Source: an optimization exercise on an open RTL-to-GDS flow (aim: small area and a short achievable clock period). Production flows keep margins and buffers that such runs may drop.
Function was checked by simulation only, so behaviour that the tests miss may differ from the original.
Power figures rest on the tool's default switching activity, not on a simulated workload.

--- flow/run.sh ---
#!/bin/bash
# synth_recipe.tcl (not shown) runs the flow's synth.tcl, then flattens the netlist and writes it again
# the make line also repeats each setting of config.mk as NAME=value (left out here)
make -C /OpenROAD-flow-scripts/flow DESIGN_CONFIG=/design/flow/config.mk WORK_HOME=/design/flow/orfs CLKGATE_MAP_FILE= SYNTH_SCRIPT=/design/flow/synth_recipe.tcl finish
--- flow/config.mk ---
export PLATFORM = sky130hd
export DESIGN_NAME = xfold_engine
export DESIGN_NICKNAME = xfold_engine
export VERILOG_FILES = /design/flow/design.v
export SDC_FILE = /design/flow/constraint.sdc
export NUM_CORES = 4
export LEC_CHECK = 0
export CAP_MARGIN = 20
export CORE_MARGIN = 2
export CORE_UTILIZATION = 40
export SETUP_SLACK_MARGIN = 4
export SLEW_MARGIN = 20
export SYNTH_HIERARCHICAL = 1
export TNS_END_PERCENT = 0
--- flow/constraint.sdc ---
create_clock -name core_clock -period 10.0 [get_ports {clk}]
set_input_delay 2.0000 -clock core_clock [delete_from_list [all_inputs] [get_ports {clk}]]
set_output_delay 2.0000 -clock core_clock [all_outputs]
set_load 0.01 [all_outputs]
--- flow/design.v ---
module xfold_engine (
    input             clk,
    input             rst,
    input             cmd_valid,
    input      [31:0] cmd,
    input             sink_ready,
    output            resp_valid,
    output            resp_ill,
    output     [31:0] resp,
    output            txo_valid,
    output     [7:0]  txo_data,
    output            txo_final
);
    localparam [7:0] STX = 8'h02, ETX = 8'h03, ACK = 8'h06, NAK = 8'h15;
    localparam [2:0] RX_WAIT_STX = 3'd0, RX_WAIT_LEN = 3'd1, RX_READ_DATA = 3'd2,
                     RX_CHECK_CHK = 3'd3, RX_WAIT_ETX = 3'd4, RX_DONE = 3'd5,
                     RX_ERROR = 3'd6;
    localparam [2:0] TX_IDLE = 3'd0, TX_SEND_STX = 3'd1, TX_SEND_LEN = 3'd2,
                     TX_SEND_DATA = 3'd3, TX_SEND_CHK = 3'd4, TX_SEND_ETX = 3'd5,
                     TX_DONE = 3'd6, TX_ERROR = 3'd7;
    localparam [2:0] ARQ_IDLE = 3'd0, ARQ_SENDING = 3'd1, ARQ_WAIT_ACK = 3'd2,
                     ARQ_ACKED = 3'd3, ARQ_EXHAUSTED = 3'd4, ARQ_OVERFLOW = 3'd5;
    reg [7:0]   chk_acc;
    reg         ill;
    reg [2:0]   rx_state;
    reg [1:0]   rx_err;
    reg [7:0]   rx_len;
    reg [6:0]   rx_count;
    reg [7:0]   rx_chk;
    reg [511:0] rx_buf;
    reg [2:0]   tx_state;
    reg [6:0]   tx_len;
    reg [6:0]   tx_cursor;
    reg [7:0]   tx_chk;
    reg [511:0] tx_pf;
    reg [7:0]   tx_nbyte;
    reg [7:0]   tx_pcur;
    reg [2:0]   arq_state;
    reg [1:0]   arq_attempts;
    wire [3:0]  op  = cmd[31:28];
    wire [8:0]  a   = cmd[16:8];
    wire [7:0]  d   = cmd[7:0];
    reg  arq_send_s;     
    reg  arq_wait_s;     
    reg  tx_sending;     
    reg  tx_is_data;     
    wire arq_busy   = arq_send_s | arq_wait_s;
    wire a_big      = a[8] | a[7] | (a[6] & (a[5:0] != 6'd0));    
    wire bad, go_seed, go_fold, go_feed, go_rxrst, go_load, go_begin, go_next, go_txrst,
         go_send, go_ack, go_abort, go_clr;
    wire g_rx, g_bg, g_bgo, g_txs, g_sendok, g_sendbig, g_r0, g_r1, g_r3, g_r4, g_r5, g_r6;
    wire ack_ack, ack_nak, nak_retry, restart, cont, step_cur, emit_cur, emit_stx;
    xf_gate u_gate (
        .cmd(cmd), .cmd_valid(cmd_valid), .rst(rst), .sink_ready(sink_ready),
        .arq_busy(arq_busy), .arq_send_s(arq_send_s), .arq_wait_s(arq_wait_s),
        .att2(arq_attempts == 2'd2), .tx_etx(tx_state == TX_SEND_ETX),
        .tx_sending(tx_sending), .rx_done(rx_state == RX_DONE), .rx_len(rx_len),
        .resp_valid(resp_valid), .resp_ill(resp_ill), .bad(bad),
        .go_seed(go_seed), .go_fold(go_fold), .go_feed(go_feed), .go_rxrst(go_rxrst),
        .go_load(go_load), .go_begin(go_begin), .go_next(go_next), .go_txrst(go_txrst),
        .go_send(go_send), .go_ack(go_ack), .go_abort(go_abort), .go_clr(go_clr),
        .g_rx(g_rx), .g_bg(g_bg), .g_bgo(g_bgo), .g_txs(g_txs), .g_sendok(g_sendok),
        .g_sendbig(g_sendbig), .g_r0(g_r0), .g_r1(g_r1), .g_r3(g_r3), .g_r4(g_r4),
        .g_r5(g_r5), .g_r6(g_r6),
        .ack_ack(ack_ack), .ack_nak(ack_nak), .nak_retry(nak_retry), .restart(restart),
        .cont(cont), .step_cur(step_cur), .emit_cur(emit_cur), .emit_stx(emit_stx),
        .txo_valid(txo_valid), .txo_final(txo_final)
    );
    genvar g;
    wire [3:0] a_np0, a_np1, a_np2;
    xf_pre2  u_apre0 (.s(a[1:0]), .np(a_np0));
    xf_pre2  u_apre1 (.s(a[3:2]), .np(a_np1));
    xf_pre2e u_apre2 (.s(a[5:4]), .off(a[6]), .np(a_np2));
    wire [63:0] a_oh;
    xf_dec64 u_adec (.np0(a_np0), .np1(a_np1), .np2(a_np2), .oh(a_oh));
    wire [7:0] pfb_rd;
    xf_aomux u_pfb (.in({tx_pf[503:0], STX}), .oh(a_oh), .out(pfb_rd));
    wire [7:0] top_pf    = tx_pf[511:504] & {8{a[6]}};
    wire [7:0] begin_chk = pfb_rd | top_pf;
    function [7:0] step_x;
        input [6:0] k;
        integer j;
        begin
            step_x = 8'h01;
            for (j = 1; j < 8; j = j + 1)
                step_x[j] = step_x[j-1] & k[j-1];
        end
    endfunction
    wire       is_data = tx_is_data;
    wire [5:0] pre_idx = is_data ? tx_cursor[5:0] + 6'd1 : 6'd0;
    wire [3:0] p_np0, p_np1, p_np2;
    xf_pre2  u_ppre0 (.s(pre_idx[1:0]), .np(p_np0));
    xf_pre2  u_ppre1 (.s(pre_idx[3:2]), .np(p_np1));
    xf_pre2  u_ppre2 (.s(pre_idx[5:4]), .np(p_np2));
    wire [7:0] pf_rd2;
    wire [63:0] rd2_oh;
    xf_dec64 u_rd2dec (.np0(tx_sending ? p_np0 : a_np0), .np1(tx_sending ? p_np1 : a_np1),
                       .np2(tx_sending ? p_np2 : a_np2), .oh(rd2_oh));
    xf_aomux u_pf2 (.in(tx_pf), .oh(rd2_oh), .out(pf_rd2));
    wire [7:0] load_delta = pf_rd2 ^ pfb_rd ^ step_x(a[6:0]) ^ d;
    wire [7:0] rx_rd;
    xf_aomux u_rxrd (.in(rx_buf), .oh(a_oh), .out(rx_rd));
    reg [2:0] f_rx_state;
    reg [1:0] f_rx_err;
    reg [7:0] f_rx_len, f_rx_chk;
    reg [6:0] f_rx_count;
    always @* begin
        f_rx_state = rx_state; f_rx_err = rx_err; f_rx_len = rx_len;
        f_rx_count = rx_count; f_rx_chk = rx_chk;
        case (rx_state)
            RX_WAIT_STX: if (d == STX) begin
                f_rx_chk = STX; f_rx_len = 8'h00; f_rx_count = 7'h00;
                f_rx_state = RX_WAIT_LEN;
            end
            RX_WAIT_LEN: begin
                f_rx_len = d;
                f_rx_chk = rx_chk ^ d;
                if (d > 8'd64) begin
                    f_rx_state = RX_ERROR; f_rx_err = 2'd1;
                end else if (d == 8'h00)
                    f_rx_state = RX_CHECK_CHK;
                else
                    f_rx_state = RX_READ_DATA;
            end
            RX_READ_DATA: begin
                f_rx_chk   = rx_chk ^ d;
                f_rx_count = rx_count + 7'd1;
                if ({1'b0, f_rx_count} == rx_len) f_rx_state = RX_CHECK_CHK;
            end
            RX_CHECK_CHK: begin
                if (d == rx_chk) f_rx_state = RX_WAIT_ETX;
                else begin f_rx_state = RX_ERROR; f_rx_err = 2'd2; end
            end
            RX_WAIT_ETX: begin
                if (d == ETX) f_rx_state = RX_DONE;
                else begin f_rx_state = RX_ERROR; f_rx_err = 2'd3; end
            end
            default: ;
        endcase
    end
    wire rx_we = go_feed && (rx_state == RX_READ_DATA);
    wire       rx_clr     = go_rxrst;
    wire [2:0] n_rx_state = go_feed ? f_rx_state : rx_clr ? RX_WAIT_STX : rx_state;
    wire [1:0] n_rx_err   = go_feed ? f_rx_err   : rx_clr ? 2'd0 : rx_err;
    wire [7:0] n_rx_len   = go_feed ? f_rx_len   : rx_clr ? 8'h00 : rx_len;
    wire [6:0] n_rx_count = go_feed ? f_rx_count : rx_clr ? 7'h00 : rx_count;
    wire [7:0] n_rx_chk   = go_feed ? f_rx_chk   : rx_clr ? 8'h00 : rx_chk;
    function [31:0] rxstat;
        input [2:0] st; input [1:0] er; input [7:0] ln; input [6:0] cnt; input [7:0] ck;
        begin
            rxstat = {ck, 1'b0, cnt, ln, 1'b0, st, er,
                      (st == RX_DONE) ? 2'd1 : (st == RX_ERROR) ? 2'd2 : 2'd0};
        end
    endfunction
    function [1:0] tx_status;
        input [2:0] st;
        begin
            case (st)
                TX_IDLE:  tx_status = 2'd0;
                TX_DONE:  tx_status = 2'd2;
                TX_ERROR: tx_status = 2'd3;
                default:  tx_status = 2'd1;
            endcase
        end
    endfunction
    function [31:0] txstat;
        input [2:0] st; input [6:0] ln, cur; input [7:0] ck;
        begin
            txstat = {ck, 1'b0, cur, 1'b0, ln, 1'b0, st, 1'b0, (st == TX_ERROR), tx_status(st)};
        end
    endfunction
    reg [7:0] cur_byte;
    always @* begin
        case (tx_state)
            TX_SEND_STX:  cur_byte = STX;
            TX_SEND_LEN:  cur_byte = {1'b0, tx_len};
            TX_SEND_DATA: cur_byte = tx_nbyte;
            TX_SEND_CHK:  cur_byte = tx_chk;
            TX_SEND_ETX:  cur_byte = ETX;
            default:      cur_byte = 8'h00;
        endcase
    end
    wire       last_data = (tx_cursor + 7'd1 == tx_len);
    reg  [2:0] stepped;
    always @* begin
        case (tx_state)
            TX_SEND_STX:  stepped = TX_SEND_LEN;
            TX_SEND_LEN:  stepped = (tx_len == 7'd0) ? TX_SEND_CHK : TX_SEND_DATA;
            TX_SEND_DATA: stepped = last_data ? TX_SEND_CHK : TX_SEND_DATA;
            TX_SEND_CHK:  stepped = TX_SEND_ETX;
            TX_SEND_ETX:  stepped = TX_DONE;
            default:      stepped = tx_state;
        endcase
    end
    reg [2:0] n_tx_state;
    reg [6:0] n_tx_len, n_tx_cursor;
    reg [7:0] n_tx_chk, n_tx_nbyte, n_tx_pcur;
    reg [2:0] n_arq_state;
    reg [1:0] n_arq_attempts;
    always @* begin
        n_tx_state = tx_state; n_tx_len = tx_len; n_tx_cursor = tx_cursor;
        n_tx_chk = tx_chk; n_tx_nbyte = tx_nbyte; n_tx_pcur = tx_pcur;
        n_arq_state = arq_state; n_arq_attempts = arq_attempts;
        if (go_begin || go_send) begin
            n_tx_cursor = 7'd0;
            if (a_big) begin
                n_tx_state = TX_ERROR; n_tx_len = 7'd0; n_tx_chk = 8'h00;
            end else begin
                n_tx_state = TX_SEND_STX; n_tx_len = a[6:0]; n_tx_chk = begin_chk;
            end
        end
        if (go_txrst || (go_abort && arq_busy)) begin
            n_tx_state = TX_IDLE; n_tx_len = 7'd0; n_tx_cursor = 7'd0; n_tx_chk = 8'h00;
        end
        if (go_send) begin
            n_arq_attempts = 2'd0;
            n_arq_state = a_big ? ARQ_OVERFLOW : ARQ_SENDING;
        end
        if (ack_ack) n_arq_state = ARQ_ACKED;
        if (ack_nak) begin
            n_arq_attempts = arq_attempts + 2'd1;
            if (nak_retry) begin
                n_tx_state = TX_SEND_STX; n_tx_cursor = 7'd0; n_arq_state = ARQ_SENDING;
            end else
                n_arq_state = ARQ_EXHAUSTED;
        end
        if (go_abort) begin
            n_arq_state = ARQ_IDLE; n_arq_attempts = 2'd0;
        end
        if (restart && sink_ready) n_tx_state = TX_SEND_LEN;
        if (step_cur) begin
            n_tx_state = stepped;
            case (tx_state)
                TX_SEND_LEN: begin
                    n_tx_nbyte = pf_rd2 ^ STX ^ 8'h01;
                    n_tx_pcur  = pf_rd2;
                end
                TX_SEND_DATA: begin
                    n_tx_cursor = tx_cursor + 7'd1;
                    n_tx_nbyte = pf_rd2 ^ tx_pcur ^ step_x(tx_cursor + 7'd1);
                    n_tx_pcur  = pf_rd2;
                end
                TX_SEND_ETX: if (cont) n_arq_state = ARQ_WAIT_ACK;
                default: ;
            endcase
        end
    end
    assign txo_data  = ({8{emit_cur}} & cur_byte) | ({8{emit_stx}} & STX);
    wire [31:0] txstat_cur  = txstat(tx_state, tx_len, tx_cursor, tx_chk);
    wire [31:0] rxstat_cur  = rxstat(rx_state, rx_err, rx_len, rx_count, rx_chk);
    wire [9:0]  arqstat_cur = {arq_attempts, 5'b0, arq_state};
    wire [13:0] next_word = {1'b0, (tx_state == TX_ERROR), tx_status(stepped),
                             tx_sending && (tx_state == TX_SEND_ETX), tx_sending,
                             tx_sending ? cur_byte : 8'h00};
    reg [2:0] ack_st;
    always @* begin
        if (!arq_wait_s)     ack_st = arq_state;
        else if (d == ACK)   ack_st = ARQ_ACKED;
        else if (d == NAK)   ack_st = (arq_attempts == 2'd2) ? ARQ_EXHAUSTED : ARQ_SENDING;
        else                 ack_st = ARQ_WAIT_ACK;
    end
    wire [1:0] ack_att  = (arq_wait_s && d == NAK) ? arq_attempts + 2'd1 : arq_attempts;
    wire [9:0] ack_word = {ack_att, 5'b0, ack_st};
    wire [7:0] chk_word = go_seed ? d : (chk_acc ^ d);
    wire [31:0] feed_word = rxstat(f_rx_state, f_rx_err, f_rx_len, f_rx_count, f_rx_chk);
    xf_out u_out (
        .g_chk(go_seed | go_fold), .w_chk(op[1] ? (chk_acc ^ d) : d),
        .g_feed(go_feed), .w_feed(feed_word),
        .g_txs(g_txs), .w_txs(txstat_cur),
        .g_bg(g_bg), .w_bg({a[6:0], 8'h11}),
        .g_bgo(g_bgo),
        .g_next(go_next), .w_next(next_word),
        .g_sendok(g_sendok), .g_sendbig(g_sendbig),
        .g_ack(go_ack), .w_ack(ack_word),
        .g_r0(g_r0), .w_r0({arq_busy, ill}),
        .g_r1(g_r1), .w_r1(rxstat_cur),
        .g_r3(g_r3), .w_r3(arqstat_cur),
        .g_r4(g_r4), .w_r4(chk_acc),
        .g_r5(g_r5), .g_r6(g_r6),
        .resp(resp_e)
    );
    wire [31:0] resp_e;
    xf_late u_late (.e_lo(resp_e[7:0]), .e_hi(resp_e[31:24]), .g_rx(g_rx), .g_bg(g_bg),
                    .rx_rd(rx_rd), .bg_pf(pfb_rd), .bg_top(top_pf),
                    .lo(resp[7:0]), .hi(resp[31:24]));
    assign resp[23:8] = resp_e[23:8];
    always @(posedge clk) begin
        if (rst) begin
            chk_acc      <= 8'h00;
            ill          <= 1'b0;
            rx_state     <= RX_WAIT_STX;
            rx_err       <= 2'd0;
            rx_len       <= 8'h00;
            rx_count     <= 7'h00;
            rx_chk       <= 8'h00;
            tx_state     <= TX_IDLE;
            tx_sending   <= 1'b0;
            tx_is_data   <= 1'b0;
            tx_len       <= 7'd0;
            tx_cursor    <= 7'd0;
            tx_chk       <= 8'h00;
            arq_state    <= ARQ_IDLE;
            arq_send_s   <= 1'b0;
            arq_wait_s   <= 1'b0;
            arq_attempts <= 2'd0;
        end else begin
            if (go_seed || go_fold) chk_acc <= chk_word;
            if (bad) ill <= 1'b1;
            else if (go_clr)      ill <= 1'b0;
            rx_state     <= n_rx_state;
            rx_err       <= n_rx_err;
            rx_len       <= n_rx_len;
            rx_count     <= n_rx_count;
            rx_chk       <= n_rx_chk;
            tx_state     <= n_tx_state;
            tx_sending   <= (n_tx_state != TX_IDLE) && (n_tx_state != TX_DONE) && (n_tx_state != TX_ERROR);
            tx_is_data   <= (n_tx_state == TX_SEND_DATA);
            tx_len       <= n_tx_len;
            tx_cursor    <= n_tx_cursor;
            tx_chk       <= n_tx_chk;
            arq_state    <= n_arq_state;
            arq_send_s   <= (n_arq_state == ARQ_SENDING);
            arq_wait_s   <= (n_arq_state == ARQ_WAIT_ACK);
            arq_attempts <= n_arq_attempts;
        end
    end
    always @(posedge clk) begin
        tx_nbyte <= n_tx_nbyte;
        tx_pcur  <= n_tx_pcur;
    end
    generate
        for (g = 0; g < 64; g = g + 1) begin : g_rxw
            always @(posedge clk)
                if (!rst && rx_we && rx_count[5:0] == g) rx_buf[8*g +: 8] <= d;
        end
    endgenerate
    wire [7:0] load_x = load_delta;
    generate
        for (g = 0; g < 64; g = g + 1) begin : g_load
            wire upd = go_load && (a[5:0] <= g);
            always @(posedge clk)
                tx_pf[8*g +: 8] <= tx_pf[8*g +: 8] ^ (load_x & {8{upd}});
        end
    endgenerate
endmodule
module xf_gate (
    input  [31:0] cmd,
    input         cmd_valid,
    input         rst,
    input         sink_ready,
    input         arq_busy,
    input         arq_send_s,
    input         arq_wait_s,
    input         att2,
    input         tx_etx,
    input         tx_sending,
    input         rx_done,
    input  [7:0]  rx_len,
    output        resp_valid,
    output        resp_ill,
    output        bad,
    output        go_seed, go_fold, go_feed, go_rxrst, go_load, go_begin, go_next,
    output        go_txrst, go_send, go_ack, go_abort, go_clr,
    output        g_rx, g_bg, g_bgo, g_txs, g_sendok, g_sendbig,
    output        g_r0, g_r1, g_r3, g_r4, g_r5, g_r6,
    output        ack_ack, ack_nak, nak_retry, restart, cont, step_cur, emit_cur, emit_stx,
    output        txo_valid, txo_final
);
    wire [3:0] op = cmd[31:28];
    wire [8:0] a  = cmd[16:8];
    wire [7:0] d  = cmd[7:0];
    wire rsv_z = (cmd[27:17] == 11'd0);
    wire a_z   = (a == 9'd0);
    wire d_z   = (d == 8'd0);
    wire a_big = a[8] | a[7] | (a[6] & (a[5:0] != 6'd0));
    wire live  = cmd_valid && !rst;
    wire lr    = live && rsv_z;
    wire o0 = op == 4'h0, o1 = op == 4'h1, o2 = op == 4'h2, o3 = op == 4'h3;
    wire o4 = op == 4'h4, o5 = op == 4'h5, o6 = op == 4'h6, o7 = op == 4'h7;
    wire o8 = op == 4'h8, o9 = op == 4'h9, oa = op == 4'hA, ob = op == 4'hB;
    wire oc = op == 4'hC, od = op == 4'hD, oe = op == 4'hE;
    wire ok = rsv_z && (
        ((o0 | o4 | oc | oe) && a_z && d_z) ||
        ((o1 | o2 | o3 | ob) && a_z) ||
        (o5 && d_z) ||
        (o6 && !arq_busy && !tx_sending && a[8:6] == 3'd0) ||
        ((o7 | oa) && d_z && !arq_busy) ||
        ((o8 | o9) && a_z && d_z && !arq_busy) ||
        (od && a_z && d[7:3] == 5'd0));
    assign resp_valid = live;
    assign resp_ill   = live && !ok;
    assign bad        = cmd_valid && !ok;
    assign go_seed  = lr && o1 && a_z;
    assign go_fold  = lr && o2 && a_z;
    assign go_feed  = lr && o3 && a_z;
    assign go_rxrst = lr && o4 && a_z && d_z;
    assign go_load  = lr && o6 && !arq_busy && !tx_sending && a[8:6] == 3'd0;
    assign go_begin = lr && o7 && d_z && !arq_busy;
    assign go_next  = lr && o8 && a_z && d_z && !arq_busy;
    assign go_txrst = lr && o9 && a_z && d_z && !arq_busy;
    assign go_send  = lr && oa && d_z && !arq_busy;
    assign go_ack   = lr && ob && a_z;
    assign go_abort = lr && oc && a_z && d_z;
    assign go_clr   = lr && oe && a_z && d_z;
    wire rd = lr && od && a_z && d[7:3] == 5'd0;
    assign g_rx      = lr && o5 && d_z && rx_done && (a < {1'b0, rx_len});
    assign g_bg      = go_begin && !a_big;
    assign g_bgo     = go_begin && a_big;
    assign g_sendok  = go_send && !a_big;
    assign g_sendbig = go_send && a_big;
    assign g_txs     = go_load || (rd && d[2:0] == 3'd2);
    assign g_r0      = rd && d[2:0] == 3'd0;
    assign g_r1      = rd && d[2:0] == 3'd1;
    assign g_r3      = rd && d[2:0] == 3'd3;
    assign g_r4      = rd && d[2:0] == 3'd4;
    assign g_r5      = rd && d[2:0] == 3'd5;
    assign g_r6      = rd && d[2:0] == 3'd6;
    assign ack_ack   = go_ack && arq_wait_s && d == 8'h06;
    assign ack_nak   = go_ack && arq_wait_s && d == 8'h15;
    assign nak_retry = ack_nak && !att2;
    assign restart   = g_sendok || nak_retry;
    assign cont      = arq_send_s && !go_abort;
    assign step_cur  = tx_sending && (go_next || (cont && sink_ready));
    assign emit_cur  = !rst && step_cur;
    assign emit_stx  = restart && sink_ready;
    assign txo_valid = emit_cur || emit_stx;
    assign txo_final = emit_cur && tx_etx;
endmodule
module xf_out (
    input         g_chk,  input [7:0]  w_chk,
    input         g_feed, input [31:0] w_feed,
    input         g_txs,  input [31:0] w_txs,
    input         g_bg,   input [14:0] w_bg,
    input         g_bgo,
    input         g_next, input [13:0] w_next,
    input         g_sendok, g_sendbig,
    input         g_ack,  input [9:0]  w_ack,
    input         g_r0,   input [1:0]  w_r0,
    input         g_r1,   input [31:0] w_r1,
    input         g_r3,   input [9:0]  w_r3,
    input         g_r4,   input [7:0]  w_r4,
    input         g_r5,   g_r6,
    output [31:0] resp
);
    assign resp = ({24'h0, w_chk & {8{g_chk}}})
                | (w_feed & {32{g_feed}})
                | (w_txs & {32{g_txs}})
                | ({17'h0, w_bg} & {32{g_bg}})
                | ({24'h0, 8'h77} & {32{g_bgo}})
                | ({18'h0, w_next} & {32{g_next}})
                | ({31'h0, g_sendok}) | ({29'h0, g_sendbig, 1'b0, g_sendbig})
                | ({22'h0, w_ack} & {32{g_ack}})
                | ({30'h0, w_r0} & {32{g_r0}})
                | (w_r1 & {32{g_r1}})
                | ({22'h0, w_r3} & {32{g_r3}})
                | ({24'h0, w_r4} & {32{g_r4}})
                | (32'h15060302 & {32{g_r5}})
                | (32'h00000340 & {32{g_r6}});
endmodule
module xf_late (
    input  [7:0] e_lo,
    input  [7:0] e_hi,
    input        g_rx,
    input        g_bg,
    input  [7:0] rx_rd,
    input  [7:0] bg_pf,
    input  [7:0] bg_top,
    output [7:0] lo,
    output [7:0] hi
);
    assign lo = e_lo | (rx_rd & {8{g_rx}});
    assign hi = e_hi | ((bg_pf | bg_top) & {8{g_bg}});
endmodule
module xf_pre2 (
    input  [1:0] s,
    output [3:0] np
);
    assign np[0] = ~(~s[1] & ~s[0]);
    assign np[1] = ~(~s[1] &  s[0]);
    assign np[2] = ~( s[1] & ~s[0]);
    assign np[3] = ~( s[1] &  s[0]);
endmodule
module xf_pre2e (
    input  [1:0] s,
    input        off,
    output [3:0] np
);
    assign np[0] = ~(~off & ~s[1] & ~s[0]);
    assign np[1] = ~(~off & ~s[1] &  s[0]);
    assign np[2] = ~(~off &  s[1] & ~s[0]);
    assign np[3] = ~(~off &  s[1] &  s[0]);
endmodule
module xf_nor3 (input a, input b, input c, output y);
    assign y = ~(a | b | c);
endmodule
module xf_a22oi (input a1, input a2, input b1, input b2, output y);
    assign y = ~((a1 & a2) | (b1 & b2));
endmodule
module xf_nand4 (input a, input b, input c, input d, output y);
    assign y = ~(a & b & c & d);
endmodule
module xf_nor2 (input a, input b, output y);
    assign y = ~(a | b);
endmodule
module xf_dec64 (
    input  [3:0]  np0,
    input  [3:0]  np1,
    input  [3:0]  np2,
    output [63:0] oh
);
    genvar k;
    generate
        for (k = 0; k < 64; k = k + 1) begin : g_k
            xf_nor3 u (.a(np0[k % 4]), .b(np1[(k / 4) % 4]), .c(np2[k / 16]), .y(oh[k]));
        end
    endgenerate
endmodule
module xf_ao8 (
    input  [7:0] d,
    input  [7:0] s,
    output       y
);
    assign y = |(d & s);
endmodule
module xf_aomux (
    input  [511:0] in,
    input  [63:0]  oh,
    output [7:0]   out
);
    genvar b, i, j;
    generate
        for (b = 0; b < 8; b = b + 1) begin : g_b
            wire [7:0] p;
            for (i = 0; i < 8; i = i + 1) begin : g_1
                wire [7:0] dv;
                for (j = 0; j < 8; j = j + 1) begin : g_j
                    assign dv[j] = in[8*(8*i+j) + b];
                end
                xf_ao8 u (.d(dv), .s(oh[8*i +: 8]), .y(p[i]));
            end
            wire [3:0] n;
            for (i = 0; i < 4; i = i + 1) begin : g_2
                xf_nor2 u (.a(p[2*i]), .b(p[2*i+1]), .y(n[i]));
            end
            xf_nand4 u_o (.a(n[0]), .b(n[1]), .c(n[2]), .d(n[3]), .y(out[b]));
        end
    endgenerate
endmodule
==> run summary, run 1 <==
R2R cell count - 17
Synthesized instance count - 4610
Status - finished clean
Die height - 358 µm
HPWL Detailed - 142 mm
Tightest Hold Check Type - register to register
CORE AREA - 124000 µm²
Post-DP Area - 53600 µm²
Synth warn - 7
DR pass1 iterations - 10
Critical Path, Cell by Cell - dlygate4sd2_1 > nor2_2 > and4_4 > buf_4 > buf_6 > and2_4 > buf_12 > o21bai_4 > buf_12 > buf_16 > buf_4 > a222oi_1 > inv_1 > buf_2
Critical Path Sink Type - primary output
Vias - 41900
Synth area leader - edfxtp_1
Highest Signal Layer - met5
Post-Syn Area - 50100 µm²
Worst r2r src - tx_cursor[0]
Crit start category - input port
First-pass GRT wire length - 290 mm
Worst R2R Setup Slack - 3.51 ns
PD cells - 166 nW/µm²
Static leakage - 23.4 nW
Crit-path max FO - 4
Metal-1 WL - 81.6 mm
Post-CTS Hold Fix Bufs - 0
# nets final - 5068
Setup TNS Final - 0 ns
Maximum vdd ir drop - 0.196 mV
Metal3 WL - 21.0 mm
Critical Path RT - 8.00 ns
CTS buffer count - 118
Ranking of synthesized cells by area - edfxtp_1 32%, dfxtp_1 23%, a22oi_1 12%
Crit path time final - 6.56 ns
CTS tree - yes
CP Buf/Inv Count - 9
Area Overhead vs Synth - 22.6%
Worst EP arrival - 4.56 ns
Slew @ Worst Pin - 1.16 ns
Post-synth EDFFs - 528
Reg clk slew, reported paths - 0.06 ns
Io pins - 80
Die span in x - 358 µm
Worst Setup Path Type - input port to primary output
1st-iter DRT viols - 5848
Synth top area share - 0.316
Clk_skew - 0.0597 ns
Post-route DRC - 0
Pin count of the biggest net entering global routing - 58
Met2 WL - 88.5 mm
Unique masters post-synth - 82
Row Count - 129
Routability cong. - 1.04
Sequential fraction of the synthesis area - 0.549
I/O Buffers - 78
Ys async rst share - 0
Die footprint - 128000 µm²
Max Buffers Root-to-Sink - 3
Fin crit share - 0.656
Clock sink count - 1111
Initial core utilization - 0.404
# H-tree levels - 3
Worst hold path cell count - 1
Vias in the first global route - 39400
Final instance area - 61500 µm²
WL/cell - 30.3 µm
Antenna-violating nets left - 0
CP max stage delay - 0.55 ns
Proportion of layout cells with a drive suffix above 1 - 0.180
Final Slew Violations - 0
Mapped Avg Cell Area - 10.9 µm²
GRT Overall Usage - 0.313
Hold_sp - tx_pf[483]
RSZ-0062 raised after global routing - yes
Clock Latency Late Sink - 0.78 ns
CTS root buffer - clkbuf_16
R2r endpoint - tx_pf[23]
Maxcap violations - 0
Final setup viols - 0
Vias per cell - 6.20
Total routed wirelength - 205 mm
Slowest library cell on the worst path - a222oi_1
Fmax - 0.152 GHz
Antenna violations before repair - 3
Main flop type after synthesis - dfxtp_1
Final-report hold violation count - 0
Yosys reg bits - 1111
Total grt overflow - 0
Hold Path End - tx_pf[483]
CP delay by family, top - buffers and inverters
Relative slew slack - 0.219
-- Yosys stat by module, one instance, submodules excluded, excerpt --
module / cell area, µm² / cells / times used / flip-flops and latches
xf_ao8: 36.3 / 5 / 192 / 0
xf_gate: 875 / 135 / 1 / 0
xf_late: 161 / 25 / 1 / 0
xf_nand4: 6.26 / 1 / 24 / 0
xf_nor2: 3.75 / 1 / 96 / 0
xf_nor3: 10.0 / 1 / 128 / 0
xf_out: 895 / 128 / 1 / 0
xf_pre2: 22.5 / 4 / 5 / 0
xf_pre2e: 31.3 / 4 / 1 / 0
xfold_engine: 39300 / 3090 / 1 / 1111
-- cell usage after synthesis (all sizes together), types with 19 or more instances --
| library cell | number |
|---|---|
| nor3 | 165 |
| nand2 | 314 |
| xor2 | 376 |
| nand4 | 231 |
| and2 | 45 |
| o21ai | 91 |
| nor2b | 30 |
| buf | 68 |
| a22oi | 796 |
| clkbuf | 90 |
| xnor2 | 225 |
| a21oi | 67 |
| nand2b | 38 |
| a222oi | 19 |
| nor2 | 606 |
| a22o | 43 |
| dfxtp | 583 |
| nor4 | 19 |
| edfxtp | 528 |
| nand3 | 45 |
| inv | 40 |
-- sequential cells by signal (all words and copies together) (netlist names), 2 cells and up --
signal,count
rx_buf,512
tx_pf,512
chk_acc,8
rx_chk,8
rx_len,8
tx_chk,8
tx_nbyte,8
tx_pcur,8
rx_count,7
tx_cursor,7
tx_len,7
arq_state,3
rx_state,3
tx_state,3
arq_attempts,2
rx_err,2
-- layout make-up --
| cell class | count | area (µm²) |
|---|---|---|
| multi-input cells | 3338 | 23200 |
| clock inverters | 68 | 1080 |
| diodes | 3 | 7.51 |
| well taps | 1637 | 2050 |
| fillers | 11000 | 62600 |
| clock buffers | 156 | 3380 |
| flip-flops and latches | 1111 | 27500 |
| repair buffers | 409 | 4110 |
| inverters | 40 | 150 |
-- layout by cell type, fill, tap and decap left out, drive strengths merged, types with 9 or more instances in the layout --
cell type,count
a221oi,10
and2,45
nor3b,9
nand4,231
nand2b,38
a31oi,9
clkinv,27
a22oi,796
or2,13
dlygate4sd2,20
bufinv,25
dfxtp,583
nand2,314
edfxtp,528
nor4,19
inv,46
mux2,13
clkbuf,164
ha,14
a21o,16
nor2b,30
xnor2,226
o21ai,91
conb,35
nor3,165
nor2,608
clkinvlp,10
nand3b,13
nand3,45
a21oi,67
a222oi,19
xor2,376
a22o,43
buf,366
-- metal layers --
metal	global-route usage	vias to the layer above
met5	0	-
met4	0.174	2
met3	0.0658	607
met2	0.464	2701
met1	0.425	20500
li1	-	18100
-- power by group --
| part | switching (W) | total, W | internal (W) |
|---|---|---|---|
| clock network | 0.00195 | 0.00498 | 0.00303 |
| registers | 0.000000326 | 0.00475 | 0.00475 |
| logic | 0.000334 | 0.000452 | 0.000117 |
| total | 0.00229 | 0.0102 | 0.00790 |
-- logic make-up (layout without fill, tap and decap cells) --
logic type      count (synthesis)  after routing  synth area share
simple gates                 1567           1569             0.160
flops                        1111           1111             0.549
compound gates               1095           1096             0.159
xor+xnor                      603            604             0.107
buf+inv                       198            673            0.0174
mux                            20             20           0.00432
fa+ha+maj                      14             14           0.00349
other cells                     2             38          0.000150
-- stage by stage --
step | total power (W) | hold WS, ns | std cells | setup WS (ns) | utilization
finish | 0.0102 | 0.478 | 6762 | 3.44 | 0.495
CTS | 0.0102 | 0.479 | 6730 | 3.47 | 0.491
detailed placement | 0.00521 | 0.467 | 6333 | 0.792 | 0.432
floorplan | 0.00500 | 0.445 | 4643 | 3.97 | -
global placement | 0.00521 | 0.466 | 6332 | 0.741 | 0.432
global route | 0.0104 | 0.497 | 6759 | 3.39 | 0.495
-- how the worst max path moves through the flow --
stage	slack, ns	start	cells past startpoint	end
after floorplan	3.97	cmd[23]	11	resp[24]
after CTS	3.47	cmd[8]	16	resp[27]
final	3.44	cmd[18]	14	resp[19]
after detailed placement	0.79	cmd[14]	12	resp[24]
after global routing	3.39	cmd[6]	13	resp[1]
after global placement	0.74	cmd[14]	11	resp[24]
-- timing repair --
action	4_1_cts	5_1_grt
pin swaps	113	69
setup endpoints to repair	1064	635
gates cloned	12	1
gates resized for setup	448	82
buffers inserted	161	28
==> run 2, diff against run 1 <==
--- a/flow/config.mk
+++ b/flow/config.mk
@@ -10,2 +10,3 @@
 export CORE_UTILIZATION = 40
+export CTS_BUF_LIST = sky130_fd_sc_hd__clkbuf_8
 export SETUP_SLACK_MARGIN = 4
==> run 2 against run 1 <==
  * Critical path depth fell by 1
  * Maximum frequency fell by 1.4%
  * Area after synthesis did not move
  * Combinational power barely moved
  * Clock skew rose by 0.0087 ns
  * Non-clock buffer count fell by 3
  * Global-route usage rose by 0.17 points
  * Cell area fell by 1.1%
  * Count of clock-buffer cells in the layout rose by 59
==> run summary, run 2 <==
Total routed wirelength - 207 mm
Main flop type after synthesis - dfxtp_1
Clk_skew - 0.0684 ns
Final Util - 0.490
Vias - 42400
Clock sink count - 1111
Worst hold path cell count - 1
Relative slew slack - 0.204
Setup TNS Final - 0 ns
Most common cell after layout, fill and taps aside - a22oi_1
GRT Overall Usage - 0.315
CTS tree - yes
Fin crit share - 0.665
1st-iter DRT viols - 6187
Vias in the first global route - 39900
Crit-path max FO - 16
Io pins - 80
Status - finished clean
Total power - 0.00932 W
# H-tree levels - 4
Critical Path RT - 8.00 ns
Synth warn - 7
Final-report hold violation count - 0
Reg clk slew, reported paths - 0.06 ns
Sequential fraction of the synthesis area - 0.549
Max Buffers Root-to-Sink - 3
Final setup viols - 0
HPWL Detailed - 142 mm
Worst EP arrival - 4.65 ns
Initial core utilization - 0.404
Sw Share - 0.244
Post-Syn Area - 50100 µm²
CORE AREA - 124000 µm²
Critical Path Sink Type - primary output
Mapped Avg Cell Area - 10.9 µm²
Yosys reg bits - 1111
Antenna-violating nets left - 0
Routability cong. - 1.04
First-pass GRT wire length - 291 mm
Crit path time final - 6.65 ns
Post-synth top cells - 796 x a22oi_1, 603 x nor2_1, 583 x dfxtp_1, 528 x edfxtp_1, 375 x xor2_1
CTS buffer count - 184
Die footprint - 128000 µm²
Ys async rst share - 0
CTS root buffer - clkbuf_8
Crit start category - input port
Unique masters post-synth - 82
Slew @ Worst Pin - 1.19 ns
Vias per cell - 6.16
Logic pwr share - 0.049
Setup WS post-layout - 3.35 ns
# nets final - 5131
WL/cell - 30.0 µm
Die span in x - 358 µm
Proportion of layout cells with a drive suffix above 1 - 0.184
DR pass1 iterations - 8
Antenna violations before repair - 3
Post-route DRC - 0
Top-count cell post-synth - a22oi_1
R2R cell count - 17
Switching power - 0.00227 W
Largest regs - rx_buf (512), tx_pf (512)
Static leakage - 23.4 nW
Pin count of the biggest net entering global routing - 58
Row Count - 129
Clock power share - 0.441
DP Worst Slack - 0.792 ns
Post-CTS Hold Fix Bufs - 0
Synth area leader - edfxtp_1
Most frequent cells in the layout - 773 x a22oi_1, 582 x dfxtp_1, 557 x nor2_1, 528 x edfxtp_1, 371 x xor2_1
Final Slew Violations - 0
Ranking of synthesized cells by area - edfxtp_1 32%, dfxtp_1 23%, a22oi_1 12%
Area Overhead vs Synth - 21.2%
Die height - 358 µm
Synth top area share - 0.316
Synthesized instance count - 4610
RSZ-0062 raised after global routing - yes
PD cells - 153 nW/µm²
Maxcap violations - 0
Tightest Hold Check Type - register to register
Maximum vdd ir drop - 0.134 mV
I/O Buffers - 78
Fmax - 0.150 GHz
Power Internal - 0.00705 W
Clock Latency Late Sink - 0.94 ns
Post-synth EDFFs - 528
Worst Setup Path Type - input port to primary output
Flop pwr share - 0.510
Total grt overflow - 0
[run 2: power by group through the flow]
stage                     combinational (W)  clock [W]  sequential [W]
final                              0.000454    0.00411         0.00476
after global placement             0.000357          0         0.00485
after CTS                          0.000423    0.00416         0.00476
after global routing               0.000458    0.00436         0.00475
after floorplan                    0.000144          0         0.00485
after detailed placement           0.000359          0         0.00485
[run 2: final cells by class]
cell class	count	area (µm²)
Fill cell	11200	63400
Sequential cell	1111	27500
Multi-Input combinational cell	3338	23200
Timing Repair Buffer	406	4100
Clock buffer	215	2960
Tap cell	1637	2050
Clock inverter	129	802
Inverter	40	150
Antenna cell	4	10.0
[run 2: path summary, 6_finish.rpt]
kind | slack [ns] | start | end
min | 0.48 | tx_pf[196] | tx_pf[196]
max | 3.35 | cmd[9] | resp[31]
max reg2reg | 3.53 | tx_cursor[0] | tx_pf[23]
min reg2reg | 0.48 | tx_pf[196] | tx_pf[196]
[run 2: kinds of logic after synthesis]
logic type               after synthesis  share of synthesized area
AO/OA/AOI/OAI                       1095                      0.159
XOR/XNOR                             603                      0.107
adder cells (fa/ha/maj)               14                    0.00349
buffers and inverters                198                     0.0174
flip-flops                          1111                      0.549
multiplexers                          20                    0.00432
other                                  2                   0.000150
AND/OR/NAND/NOR                     1567                      0.160
[run 2: routing by layer]
metal  global-route usage  routed length [µm]  vias to the layer above
met1                0.425               81700                    20800
met2                0.464               88900                     2776
met4                0.181               13400                        0
met5                    0                   0                        -
li1                     -                   -                    18300
met3               0.0713               22700                      568
[run 2: per-stage QoR]
stage	hold slack, ns	area (µm²)	cells
after global placement	0.466	53600	6332
after global routing	0.496	60800	6878
after detailed placement	0.467	53600	6333
after floorplan	0.445	50400	4643
after CTS	0.479	60300	6856
final	0.481	60800	6880
[run 2: what timing repair did]
item                                    in CTS  in global routing
pin swaps                                  118                 50
gates cloned                                12                  5
buffers inserted                           167                 15
endpoints found under the setup margin    1058                548
gates resized for setup                    469                 56
[run 2: modules after synthesis, one instance, submodules excluded, a selection]
module        cell area (µm²)  cells inside
xf_nor2                  3.75             1
xf_pre2e                 31.3             4
xf_ao8                   36.3             5
xf_nand4                 6.26             1
xfold_engine            39300          3090
xf_pre2                  22.5             4
xf_gate                   875           135
[run 2: worst max-delay path, stage by stage]
cell and delay, ns:
buf_6 0.18, nand2b_4 0.25, buf_4 0.17, buf_4 0.16, nor3_2 0.06, buf_4 0.21, a22oi_1 0.27, nand4_1 0.28
nor2_1 0.20, nand4_1 0.32, o21ai_2 0.28, nand2b_4 0.09, buf_2 0.14
==> run 3, diff against run 2 <==
--- a/flow/design.v
+++ b/flow/design.v
@@ -37,2 +37,3 @@
     reg [7:0]   tx_pcur;
+    reg [5:0]   tx_pidx;
     reg [2:0]   arq_state;
@@ -68,9 +69,14 @@
     );
-    genvar g;
-    wire [3:0] a_np0, a_np1, a_np2;
-    xf_pre2  u_apre0 (.s(a[1:0]), .np(a_np0));
-    xf_pre2  u_apre1 (.s(a[3:2]), .np(a_np1));
-    xf_pre2e u_apre2 (.s(a[5:4]), .off(a[6]), .np(a_np2));
+    wire [15:0] a_np16;
+    wire [3:0]  a_np4, a_np4s;
+    xf_pre4  u_apre0 (.s(a[3:0]), .np(a_np16));
+    xf_pre2e u_apre1 (.s(a[5:4]), .off(a[6]), .np(a_np4));
+    xf_pre2e u_apre2 (.s(a[5:4]), .off(tx_sending), .np(a_np4s));
     wire [63:0] a_oh;
-    xf_dec64 u_adec (.np0(a_np0), .np1(a_np1), .np2(a_np2), .oh(a_oh));
+    genvar g;
+    generate
+        for (g = 0; g < 64; g = g + 1) begin : g_aoh
+            xf_nor2 u (.a(a_np16[g % 16]), .b(a_np4[g / 16]), .y(a_oh[g]));
+        end
+    endgenerate
     wire [7:0] pfb_rd;
@@ -88,12 +94,14 @@
     endfunction
-    wire       is_data = tx_is_data;
-    wire [5:0] pre_idx = is_data ? tx_cursor[5:0] + 6'd1 : 6'd0;
-    wire [3:0] p_np0, p_np1, p_np2;
-    xf_pre2  u_ppre0 (.s(pre_idx[1:0]), .np(p_np0));
-    xf_pre2  u_ppre1 (.s(pre_idx[3:2]), .np(p_np1));
-    xf_pre2  u_ppre2 (.s(pre_idx[5:4]), .np(p_np2));
+    wire [15:0] p_np16;
+    wire [3:0]  p_np4s;
+    xf_pre4  u_ppre0 (.s(tx_pidx[3:0]), .np(p_np16));
+    xf_pre2e u_ppre1 (.s(tx_pidx[5:4]), .off(!tx_sending), .np(p_np4s));
     wire [7:0] pf_rd2;
     wire [63:0] rd2_oh;
-    xf_dec64 u_rd2dec (.np0(tx_sending ? p_np0 : a_np0), .np1(tx_sending ? p_np1 : a_np1),
-                       .np2(tx_sending ? p_np2 : a_np2), .oh(rd2_oh));
+    generate
+        for (g = 0; g < 64; g = g + 1) begin : g_rd2oh
+            xf_o22ai u (.a1(a_np16[g % 16]), .a2(a_np4s[g / 16]),
+                        .b1(p_np16[g % 16]), .b2(p_np4s[g / 16]), .y(rd2_oh[g]));
+        end
+    endgenerate
     xf_aomux u_pf2 (.in(tx_pf), .oh(rd2_oh), .out(pf_rd2));
@@ -329,2 +337,3 @@
         tx_pcur  <= n_tx_pcur;
+        tx_pidx  <= (n_tx_state == TX_SEND_DATA) ? n_tx_cursor[5:0] + 6'd1 : 6'd0;
     end
@@ -473,2 +482,16 @@
 endmodule
+module xf_pre4 (
+    input  [3:0]  s,
+    output [15:0] np
+);
+    genvar k;
+    generate
+        for (k = 0; k < 16; k = k + 1) begin : g_k
+            assign np[k] = ~(s == k);
+        end
+    endgenerate
+endmodule
+module xf_o22ai (input a1, input a2, input b1, input b2, output y);
+    assign y = ~((a1 | a2) & (b1 | b2));
+endmodule
 module xf_pre2 (
--- a/flow/config.mk
+++ b/flow/config.mk
@@ -10,3 +10,2 @@
 export CORE_UTILIZATION = 40
-export CTS_BUF_LIST = sky130_fd_sc_hd__clkbuf_8
 export SETUP_SLACK_MARGIN = 4
==> run 3 against run 2 <==
  * Synthesized cell count up 1.6%
  * Setup slack worse by 0.061 ns
  * Still clean on timing, DRC and antenna
  * Global-route usage up 0.058 points
  * Cell area down 1.0%
==> run summary, run 3 <==
Yosys reg bits - 1116
Post-synth EDFFs - 528
Vias per cell - 6.31
Setup WS post-layout - 3.29 ns
Critical path launch point - cmd[12]
Synth top area share - 0.317
Die height - 358 µm
DR pass1 iterations - 9
HPWL Detailed - 142 mm
Clock sink count - 1116
Largest regs - rx_buf (512), tx_pf (512)
Proportion of layout cells with a drive suffix above 1 - 0.139
Slew @ Worst Pin - 1.21 ns
Main flop type after synthesis - dfxtp_1
R2r endpoint - tx_pf[139]
Critical Path, Cell by Cell - buf_4 > buf_12 > or3b_1 > o22ai_1 > a22oi_1 > nand4_1 > nor2_1 > nand4_1 > xor2_1 > xnor2_1 > xnor2_2 > nor2_1 > o21ai_0 > xnor2_1
Relative slew slack - 0.191
DP Worst Slack - 1.32 ns
Post-Syn Area - 50100 µm²
RSZ-0062 raised after global routing - yes
Register area - 27600 µm²
Final instance area - 60200 µm²
Worst Setup Path Type - input port to register
Critical Path Sink Type - register
Mapped Avg Cell Area - 10.7 µm²
CP Buf/Inv Count - 2
Total routed wirelength - 208 mm
Fin crit share - 0.671
Pin count of the biggest net entering global routing - 59
Sequential fraction of the synthesis area - 0.552
Tightest Hold Check Type - register to register
Row Count - 129
# H-tree levels - 3
Static leakage - 22.4 nW
Die span in x - 358 µm
Final-report hold violation count - 0
Metal3 WL - 25.7 mm
Maxcap violations - 0
CP delay by family, top - simple AND/OR/NAND/NOR gates
Highest Signal Layer - met5
Worst hold margin - 0.480 ns
Slowest library cell on the worst path - o22ai_1
# fillers - 11300
PD cells - 158 nW/µm²
Max Buffers Root-to-Sink - 3
Unique masters post-synth - 91
Synth warn - 7
CORE AREA - 124000 µm²
Fmax - 0.149 GHz
Met2 WL - 89.8 mm
First-pass GRT wire length - 292 mm
Clk_skew - 0.0442 ns
Reg clk slew, reported paths - 0.06 ns
Worst hold path cell count - 1
Crit start category - input port
CTS root buffer - clkbuf_16
Worst r2r src - tx_sending
Area Overhead vs Synth - 20.1%
Vias - 42800
Initial core utilization - 0.404
Post-route DRC - 0
I/O Buffers - 78
Ranking of synthesized cells by area - edfxtp_1 32%, dfxtp_1 24%, a22oi_1 12%
Antenna violations before repair - 8
Total power - 0.00949 W
Io pins - 80
Die footprint - 128000 µm²
CTS tree - yes
Most frequent cells in the layout - 796 x a22oi_1, 593 x nor2_1, 588 x dfxtp_1, 528 x edfxtp_1, 354 x nand2_1
Metal-1 WL - 81.6 mm
Total grt overflow - 0
Post-CTS Hold Fix Bufs - 0
CP max stage delay - 0.97 ns
Ys async rst share - 0
Post-DP Area - 53800 µm²
R2R cell count - 13
Synth area leader - edfxtp_1
Antenna-violating nets left - 0
Routability cong. - 1.10
WL/cell - 30.7 µm
Most common cell after layout, fill and taps aside - a22oi_1
WP depth - 14
Vias in the first global route - 39900
Final Slew Violations - 0
Clock Latency Late Sink - 0.77 ns
Post-synth top cells - 801 x a22oi_1, 658 x nor2_1, 588 x dfxtp_1, 528 x edfxtp_1, 355 x nand2_1
CTS buffer count - 114
Multi-input gate area - 22900 µm²
Top-count cell post-synth - a22oi_1
Maximum vdd ir drop - 0.180 mV
Worst R2R Setup Slack - 3.79 ns
Crit path to - tx_pf[139]
GRT Overall Usage - 0.315
Crit-path max FO - 36
Status - finished clean
1st-iter DRT viols - 6440
Crit path time final - 6.71 ns
Critical Path RT - 10.61 ns
# nets final - 5098
Setup TNS Final - 0 ns
Worst EP arrival - 7.32 ns
Final setup viols - 0
Synthesized instance count - 4685
run 3: cell count changes after synthesis, sizes merged, moves of 11 or more:
cell     change
nand3       -12
nand2       +41
nor3       -122
o22ai       +62
nand4bb     +12
xor2        -29
xnor2       +27
mux2        -13
clkbuf      +11
nor2        +53
and2        -13
run 3: layer usage:
| layer | up-vias | track usage |
|---|---|---|
| met5 | - | 0 |
| li1 | 18300 | - |
| met3 | 588 | 0.0984 |
| met4 | 6 | 0.140 |
| met2 | 2784 | 0.468 |
| met1 | 21100 | 0.422 |
run 3: what timing repair did:
item | in CTS | in global routing
endpoints found under the setup margin | 1063 | 476
gates cloned | 17 | 5
setup buffers | 82 | 25
resized for setup | 395 | 103
pin swaps | 58 | 55
run 3: cell families (layout without fill, tap and decap cells):
| logic type | after synthesis | count (layout) | share of synthesized area |
|---|---|---|---|
| simple gates | 1555 | 1558 | 0.148 |
| fa+ha+maj | 19 | 19 | 0.00475 |
| xor+xnor | 600 | 602 | 0.106 |
| flops | 1116 | 1116 | 0.552 |
| compound gates | 1182 | 1182 | 0.172 |
| other cells | 2 | 36 | 0.000150 |
| buf+inv | 211 | 627 | 0.0180 |
run 3: layout make-up:
cell class	instances	area share
diodes	1	0.0000416
clock buffers	160	0.0523
clock inverters	52	0.00917
inverters	51	0.00318
multi-input cells	3396	0.381
flip-flops and latches	1116	0.459
well taps	1637	0.0340
repair buffers	364	0.0614
run 3: Yosys stat by module, one instance, submodules excluded, excerpt:
module,flops+latches,area [µm²]
xf_nor2,0,3.75
xf_pre4,0,186
xf_out,0,895
xf_ao8,0,36.3
xf_nand4,0,6.26
xfold_engine,1116,39600
xf_pre2e,0,31.3
xf_o22ai,0,6.26
xf_gate,0,875
xf_late,0,161
run 3: power by group:
| part | internal [W] | switching [W] | leakage, nW |
|---|---|---|---|
| logic | 0.000116 | 0.000304 | 11.1 |
| registers | 0.00477 | 0.00000145 | 9.48 |
| clock network | 0.00243 | 0.00186 | 1.81 |
| total | 0.00732 | 0.00217 | 22.4 |
run 3: worst min-delay path by stage:
| stage | start | endpoint | slack [ns] |
|---|---|---|---|
| floorplan | tx_pf[505] | tx_pf[505] | 0.44 |
| global placement | tx_pf[411] | tx_pf[411] | 0.47 |
| detailed placement | tx_pf[497] | tx_pf[497] | 0.47 |
| CTS | tx_pf[497] | tx_pf[497] | 0.48 |
| global route | tx_pf[412] | tx_pf[412] | 0.49 |
| finish | tx_pf[410] | tx_pf[410] | 0.48 |
run 3: per-stage QoR:
step | util | cells
finish | 0.485 | 6777
global route | 0.485 | 6776
CTS | 0.479 | 6746
detailed placement | 0.434 | 6435
global placement | 0.433 | 6433
floorplan | - | 4718
run 3: worst register-to-register path, stage by stage (launching register included):
cell and delay, ns:
dfxtp_1 0.75, inv_2 0.30, or3_1 0.74, o22ai_1 0.92
a22oi_1 0.24, nand4_1 0.28, nor2_1 0.15, nand4_1 0.33
xor2_1 0.15, xnor2_1 0.76, xnor2_2 0.12, nor2_1 0.72
o21ai_0 0.41, xnor2_1 0.21
==> run 4, diff against run 3 <==
--- a/flow/design.v
+++ b/flow/design.v
@@ -107,3 +107,6 @@
     xf_aomux u_pf2 (.in(tx_pf), .oh(rd2_oh), .out(pf_rd2));
-    wire [7:0] load_delta = pf_rd2 ^ pfb_rd ^ step_x(a[6:0]) ^ d;
+    wire [7:0] load_rr, load_delta;
+    wire [7:0] load_k = step_x(a[6:0]) ^ d;
+    xf_xor8 u_dx0 (.a(pf_rd2), .b(pfb_rd), .y(load_rr));
+    xf_xor8 u_dx1 (.a(load_rr), .b(load_k), .y(load_delta));
     wire [7:0] rx_rd;
@@ -380,5 +383,25 @@
     wire [7:0] d  = cmd[7:0];
-    wire rsv_z = (cmd[27:17] == 11'd0);
-    wire a_z   = (a == 9'd0);
-    wire d_z   = (d == 8'd0);
+    wire rsv_nz, a_nz, d_nz, dhi_nz;
+    wire [3:0] rz, az, dz;
+    xf_nor3 u_r0 (.a(cmd[17]), .b(cmd[18]), .c(cmd[19]), .y(rz[0]));
+    xf_nor3 u_r1 (.a(cmd[20]), .b(cmd[21]), .c(cmd[22]), .y(rz[1]));
+    xf_nor3 u_r2 (.a(cmd[23]), .b(cmd[24]), .c(cmd[25]), .y(rz[2]));
+    xf_nor2 u_r3 (.a(cmd[26]), .b(cmd[27]), .y(rz[3]));
+    xf_nand4 u_r4 (.a(rz[0]), .b(rz[1]), .c(rz[2]), .d(rz[3]), .y(rsv_nz));
+    xf_nor3 u_a0 (.a(a[0]), .b(a[1]), .c(a[2]), .y(az[0]));
+    xf_nor3 u_a1 (.a(a[3]), .b(a[4]), .c(a[5]), .y(az[1]));
+    xf_nor3 u_a2 (.a(a[6]), .b(a[7]), .c(a[8]), .y(az[2]));
+    xf_nand3 u_a4 (.a(az[0]), .b(az[1]), .c(az[2]), .y(a_nz));
+    xf_nor2 u_d0 (.a(d[0]), .b(d[1]), .y(dz[0]));
+    xf_nor2 u_d1 (.a(d[2]), .b(d[3]), .y(dz[1]));
+    xf_nor2 u_d2 (.a(d[4]), .b(d[5]), .y(dz[2]));
+    xf_nor2 u_d3 (.a(d[6]), .b(d[7]), .y(dz[3]));
+    xf_nand4 u_d4 (.a(dz[0]), .b(dz[1]), .c(dz[2]), .d(dz[3]), .y(d_nz));
+    wire dhz0, dhz1;
+    xf_nor3 u_h0 (.a(d[5]), .b(d[6]), .c(d[7]), .y(dhz0));
+    xf_nor2 u_h1 (.a(d[3]), .b(d[4]), .y(dhz1));
+    xf_nand2 u_h2 (.a(dhz0), .b(dhz1), .y(dhi_nz));
+    wire rsv_z = !rsv_nz;
+    wire a_z   = !a_nz;
+    wire d_z   = !d_nz;
     wire a_big = a[8] | a[7] | (a[6] & (a[5:0] != 6'd0));
@@ -397,3 +420,3 @@
         ((o8 | o9) && a_z && d_z && !arq_busy) ||
-        (od && a_z && d[7:3] == 5'd0));
+        (od && a_z && !dhi_nz));
     assign resp_valid = live;
@@ -413,3 +436,3 @@
     assign go_clr   = lr && oe && a_z && d_z;
-    wire rd = lr && od && a_z && d[7:3] == 5'd0;
+    wire rd = lr && od && a_z && !dhi_nz;
     assign g_rx      = lr && o5 && d_z && rx_done && (a < {1'b0, rx_len});
@@ -493,2 +516,11 @@
 endmodule
+module xf_nand3 (input a, input b, input c, output y);
+    assign y = ~(a & b & c);
+endmodule
+module xf_nand2 (input a, input b, output y);
+    assign y = ~(a & b);
+endmodule
+module xf_xor8 (input [7:0] a, input [7:0] b, output [7:0] y);
+    assign y = a ^ b;
+endmodule
 module xf_o22ai (input a1, input a2, input b1, input b2, output y);
--- a/flow/config.mk
+++ b/flow/config.mk
@@ -10,2 +10,3 @@
 export CORE_UTILIZATION = 40
+export CTS_BUF_LIST = sky130_fd_sc_hd__clkbuf_8
 export SETUP_SLACK_MARGIN = 4
==> run 4 against run 3 <==
  * Still clean
  * Area after synthesis shrank 0.15%
  * Via count about the same
  * Combinational power fell by 23%
  * Final cell count rose by 0.96%
  * Critical path type unchanged
==> run summary, run 4 <==
Status - finished clean
Crit path time final - 6.74 ns
Fin crit share - 0.674
Sw Share - 0.241
Proportion of layout cells with a drive suffix above 1 - 0.144
# H-tree levels - 4
Antenna violations before repair - 8
PD cells - 155 nW/µm²
Ys async rst share - 0
Post-synth EDFFs - 528
Clock power share - 0.444
Logic pwr share - 0.035
DR pass1 iterations - 8
Post-synth top cells - 795 x a22oi_1, 588 x dfxtp_1, 528 x edfxtp_1, 524 x nand2_1, 459 x nor2_1
Antenna-violating nets left - 0
Routability cong. - 1.07
# nets final - 5118
CTS root buffer - clkbuf_8
Crit-path max FO - 33
CTS tree - yes
Die height - 358 µm
RSZ-0062 raised after global routing - yes
Worst Setup Path Type - input port to register
Vias per cell - 6.25
Post-Syn Area - 50000 µm²
Die footprint - 128000 µm²
Io pins - 80
Synth area leader - edfxtp_1
Setup TNS Final - 0 ns
Worst R2R Setup Slack - 3.52 ns
Top-count cell post-synth - a22oi_1
1st-iter DRT viols - 6767
Static leakage - 20.2 nW
Clock Latency Late Sink - 0.94 ns
Max Buffers Root-to-Sink - 3
R2r endpoint - tx_pf[289]
Post-route DRC - 0
Ranking of synthesized cells by area - edfxtp_1 32%, dfxtp_1 24%, a22oi_1 12%
Relative slew slack - 0.240
R2R cell count - 15
Main flop type after synthesis - dfxtp_1
Worst r2r src - tx_sending
Slew @ Worst Pin - 1.14 ns
Row Count - 129
Most common cell after layout, fill and taps aside - a22oi_1
GRT Overall Usage - 0.304
Total routed wirelength - 199 mm
Flop pwr share - 0.521
Worst hold path cell count - 1
Crit start category - input port
CORE AREA - 124000 µm²
HPWL Detailed - 139 mm
Post-DP Area - 53500 µm²
Hold_sp - tx_pf[196]
Initial core utilization - 0.404
Post-CTS Hold Fix Bufs - 0
Vias in the first global route - 40300
Maxcap violations - 0
Mapped Avg Cell Area - 10.7 µm²
First-pass GRT wire length - 283 mm
Fmax - 0.148 GHz
CTS buffer count - 179
Synthesized instance count - 4653
Critical Path RT - 10.79 ns
WL/cell - 29.1 µm
Final-report hold violation count - 0
Vias - 42800
Tightest Hold Check Type - register to register
Unique masters post-synth - 97
Largest regs - rx_buf (512), tx_pf (512)
Total grt overflow - 0
Final setup viols - 0
Critical Path Sink Type - register
Synth top area share - 0.317
Synth warn - 7
Yosys reg bits - 1116
Hold Path End - tx_pf[196]
Clk_skew - 0.0552 ns
Final instance area - 59100 µm²
Pin count of the biggest net entering global routing - 79
Reg clk slew, reported paths - 0.06 ns
Area Overhead vs Synth - 18.1%
Sequential fraction of the synthesis area - 0.552
Clock sink count - 1116
Most frequent cells in the layout - 793 x a22oi_1, 588 x dfxtp_1, 528 x edfxtp_1, 521 x nand2_1, 454 x xnor2_1
Power Internal - 0.00696 W
I/O Buffers - 78
Die span in x - 358 µm
Worst EP arrival - 7.54 ns
Switching power - 0.00221 W
Maximum vdd ir drop - 0.154 mV
Final Slew Violations - 0
## run 4: cell count changes after synthesis, moves of 14 or more
cell     delta
xnor2_1   +204
buf_1      +18
buf_2      -17
nand2_1   +169
o21ai_0    -14
nor2_1    -199
xor2_1    -214
a21oi_1    +16
## run 4: layout make-up
cell class | count | area [µm²]
fillers | 11400 | 64700
flip-flops and latches | 1116 | 27600
multi-input cells | 3364 | 22500
repair buffers | 352 | 3050
clock buffers | 206 | 2840
well taps | 1637 | 2050
clock inverters | 115 | 830
inverters | 50 | 188
diodes | 2 | 5.00
## run 4: power groups by stage
stage               clock [W]  combinational [W]  sequential, W
finish                0.00407           0.000323        0.00478
global route          0.00431           0.000328        0.00477
CTS                   0.00411           0.000309        0.00478
detailed placement          0           0.000288        0.00487
global placement            0           0.000286        0.00487
floorplan                   0           0.000111        0.00488
## run 4: through the flow
step | util | worst slack (ns) | cells | total power, W | hold slack [ns]
6_report | 0.477 | 3.26 | 6842 | 0.00917 | 0.484
5_1_grt | 0.477 | 3.37 | 6841 | 0.00941 | 0.493
4_1_cts | 0.476 | 3.51 | 6834 | 0.00919 | 0.483
3_5_place_dp | 0.432 | 1.48 | 6394 | 0.00516 | 0.469
3_3_place_gp | 0.432 | 1.47 | 6393 | 0.00516 | 0.465
2_1_floorplan | - | 4.00 | 4686 | 0.00499 | 0.449
## run 4: logic make-up after synthesis
kind of cell             after synthesis  synth area share
XOR/XNOR                             587             0.103
AO/OA/AOI/OAI                       1179             0.172
multiplexers                           8           0.00163
flip-flops                          1116             0.552
other                                  2          0.000150
adder cells (fa/ha/maj)               19           0.00475
AND/OR/NAND/NOR                     1531             0.148
buffers and inverters                211            0.0182
## run 4: worst max-delay path, stage by stage
cell     delay, ns
buf_8         0.24
or3b_1        0.58
o22ai_1       0.43
a22oi_1       0.33
nand4_1       0.27
nor2_1        0.52
nand4_1       0.49
xor2_1        0.70
xor2_4        0.54
buf_4         0.50
and2_1        0.19
buf_4         0.39
nand2_1       0.13
xnor2_1       0.15
## run 4: routing by layer
layer,vias up,share of wire,track usage
met5,-,0.00017,0
met4,4,0.058,0.161
met3,612,0.12,0.0863
met2,2916,0.41,0.428
met1,20900,0.41,0.422
li1,18400,-,-
## run 4: per-module statistics from Yosys, one instance, submodules excluded, a selection
module    flip-flops and latches  cells  cell area, µm²  copies in the design
xf_o22ai                       0      1            6.26                    64
xf_pre4                        0     20             186                     2
xf_nand3                       0      1            5.00                     1
xf_gate                        0    118             805                     1
xf_xor8                        0      8            70.1                     2
xf_pre2e                       0      4            31.3                     3
xf_nand4                       0      1            6.26                    26
xf_nand2                       0      1            3.75                     1
xf_ao8                         0      5            36.3                   192
## run 4: worst max path at each step
| stage | start | endpoint | slack (ns) | cells past startpoint |
|---|---|---|---|---|
| global route | cmd[14] | resp[29] | 3.37 | 12 |
| global placement | cmd[14] | resp[30] | 1.47 | 11 |
| finish | cmd[12] | tx_pf[289] | 3.26 | 14 |
| detailed placement | cmd[8] | resp[29] | 1.48 | 12 |
| CTS | cmd[22] | resp[4] | 3.51 | 17 |
| floorplan | cmd[24] | resp[4] | 4.00 | 10 |
## run 4: timing repair
item,4_1_cts,5_1_grt
buffers inserted,109,5
pin swaps,70,13
setup endpoints to repair,930,607
resized for setup,375,19
cloned,10,0
==> run 5, diff against run 4 <==
==> flow/flow/run.sh (new file) <==
#!/bin/bash
# The standard layout, with two changes to how it is made:
#  - the port buffers that placement inserts are sky130_fd_sc_hd__buf_4 cells
#    (every input and output port still gets its own buffer), and
#  - timing repair may swap a cell for one with a different footprint.
# Synthesis is the standard one, run unchanged.
set -euo pipefail
bash standard.sh synth > synth.log 2>&1
bash standard.sh BUFFER_PORTS_ARGS="-buffer_cell sky130_fd_sc_hd__buf_4" MATCH_CELL_FOOTPRINT=0 finish > layout.log 2>&1
==> flow/standard.sh (new file) <==
#!/bin/bash
# synth_recipe.tcl (not shown) runs the flow's synth.tcl, then flattens the netlist and writes it again
# the make line also repeats each setting of config.mk as NAME=value (left out here)
make -C /OpenROAD-flow-scripts/flow DESIGN_CONFIG=/design/flow/config.mk WORK_HOME=/design/flow/orfs CLKGATE_MAP_FILE= SYNTH_SCRIPT=/design/flow/synth_recipe.tcl "${@:-finish}"
--- a/flow/config.mk
+++ b/flow/config.mk
@@ -10,3 +10,2 @@
 export CORE_UTILIZATION = 40
-export CTS_BUF_LIST = sky130_fd_sc_hd__clkbuf_8
 export SETUP_SLACK_MARGIN = 4
removed: flow/run.sh
==> run 5 against run 4 <==
  * Wire length increased by 4.1%
  * Global-route usage grew 1.2 points
  * Cell area grew 0.76%
  * First-iteration DRC count rose by 7.9%
  * Largest power group unchanged
  * Critical endpoint is now resp[30]
  * Register-to-register slack better by 0.04 ns
  * Area after synthesis unchanged
==> run summary, run 5 <==
Pin count of the biggest net entering global routing - 68
Main flop type after synthesis - dfxtp_1
Worst EP arrival - 4.59 ns
Status - finished clean
Mapped Avg Cell Area - 10.7 µm²
Fin crit share - 0.659
Reg clk slew, reported paths - 0.06 ns
Max Buffers Root-to-Sink - 3
Synth top area share - 0.317
Tightest Hold Check Type - register to register
Vias - 43000
DP Worst Slack - 1.87 ns
RSZ-0062 raised after global routing - yes
Vias in the first global route - 40100
CTS root buffer - clkbuf_16
CP max stage delay - 0.27 ns
Logic pwr share - 0.035
Final setup viols - 0
First-pass GRT wire length - 292 mm
Post-synth top cells - 795 x a22oi_1, 588 x dfxtp_1, 528 x edfxtp_1, 524 x nand2_1, 459 x nor2_1
Placed Instances - 6418
Initial core utilization - 0.404
Most frequent cells in the layout - 782 x a22oi_1, 588 x dfxtp_1, 528 x edfxtp_1, 522 x nand2_1, 454 x xnor2_1
==> run 5: cell count changes in the layout (fill, tap and decap cells not counted), sizes merged, moves of 7 or more <==
cell / change
inv: -64
buf: +27
clkinvlp: +8
bufinv: +7
clkdlybuf4s15: -12
dlygate4sd2: -23
clkbuf: -50
==> run 5: kinds of logic (layout without fill, tap and decap cells) <==
family,count (synthesis),in the layout,share of synthesized area
buffers and inverters,211,613,0.0182
and+or+nand+nor,1531,1536,0.148
DFF,1116,1116,0.552
xor gates and xnor gates,587,587,0.103
AOI/OAI and AO/OA,1179,1179,0.172
muxes,8,8,0.00163
adders and majority gates,19,19,0.00475
other,2,39,0.000150
==> run 5: per-layer routing <==
| metal | vias to the layer above | wire [µm] | track usage |
|---|---|---|---|
| li1 | 18200 | - | - |
| met1 | 21100 | 81400 | 0.426 |
| met2 | 3056 | 85900 | 0.452 |
| met3 | 719 | 26800 | 0.0987 |
| met4 | 0 | 13400 | 0.169 |
| met5 | - | 0 | 0 |
==> run 5: repair_timing <==
action | CTS | global route
resized for setup | 227 | 4
hold endpoints to repair | 0 | 0
setup endpoints to repair | 745 | 447
buffers inserted | 76 | 0
cloned | 18 | 0
hold buffers | 0 | 0
pin swaps | 58 | 0
==> run 5: layout make-up <==
cell class | instances | area [µm²] | area share
Antenna cell | 4 | 10.0 | 0.000168
Clock buffer | 151 | 3230 | 0.0542
Clock inverter | 67 | 853 | 0.0143
Inverter | 50 | 191 | 0.00322
Multi-Input combinational cell | 3364 | 22400 | 0.376
Sequential cell | 1116 | 27600 | 0.464
Tap cell | 1637 | 2050 | 0.0344
Timing Repair Buffer | 345 | 3170 | 0.0533
==> run 5: worst max path at each step <==
stage / slack, ns / to / cells past startpoint / startpoint
after floorplan: 4.00 / resp[4] / 10 / cmd[24]
after global placement: 1.88 / tx_pf[71] / 14 / cmd[9]
after detailed placement: 1.87 / tx_pf[71] / 14 / cmd[9]
after CTS: 3.61 / resp[5] / 13 / cmd[18]
after global routing: 3.38 / resp[5] / 14 / cmd[18]
final: 3.41 / resp[30] / 14 / cmd[9]
==> run 5: modules after synthesis, one instance, submodules excluded, a selection <==
module,times used,cells,flip-flops and latches,cell area [µm²]
xf_ao8,192,5,0,36.3
xf_gate,1,118,0,805
xf_late,1,25,0,161
xf_nand2,1,1,0,3.75
xf_nand3,1,1,0,5.00
xf_nand4,26,1,0,6.26
xf_nor2,166,1,0,3.75
xf_nor3,7,1,0,10.0
xf_o22ai,64,1,0,6.26
xf_out,1,128,0,895
xf_pre2e,3,4,0,31.3
xf_pre4,2,20,0,186
xf_xor8,2,8,0,70.1
xfold_engine,1,3089,1116,39300
==> run 5: per-stage QoR <==
step	util	power [W]	hold WS (ns)	instance area [µm²]
2_1_floorplan	-	0.00499	0.449	50200
3_3_place_gp	0.432	0.00516	0.468	53500
3_5_place_dp	0.433	0.00516	0.470	53500
4_1_cts	0.481	0.00976	0.483	59500
5_1_grt	0.481	0.00995	0.498	59500
6_report	0.481	0.00973	0.483	59500
==> run 5: critical path, delay by kind of cell <==
| family | cells | cell delay (ns) |
|---|---|---|
| AO/OA/AOI/OAI | 2 | 0.37 |
| AND/OR/NAND/NOR | 6 | 1.00 |
| buffers and inverters | 6 | 1.14 |
==> run 5: power groups by stage <==
stage | Clock, W | Sequential (W) | Combinational, W
after detailed placement | 0 | 0.00487 | 0.000288
after CTS | 0.00465 | 0.00477 | 0.000330
final | 0.00461 | 0.00477 | 0.000345
after floorplan | 0 | 0.00488 | 0.000111
after global routing | 0.00483 | 0.00477 | 0.000348
after global placement | 0 | 0.00487 | 0.000286

Check on run 5: ideal ports give 3.410 ns setup slack; a clkbuf_16 on the clock port and buf_2 on the inputs give 3.145 ns; moving port delays by the midpoint clock arrival (0.817 ns) as well gives 2.525 ns.
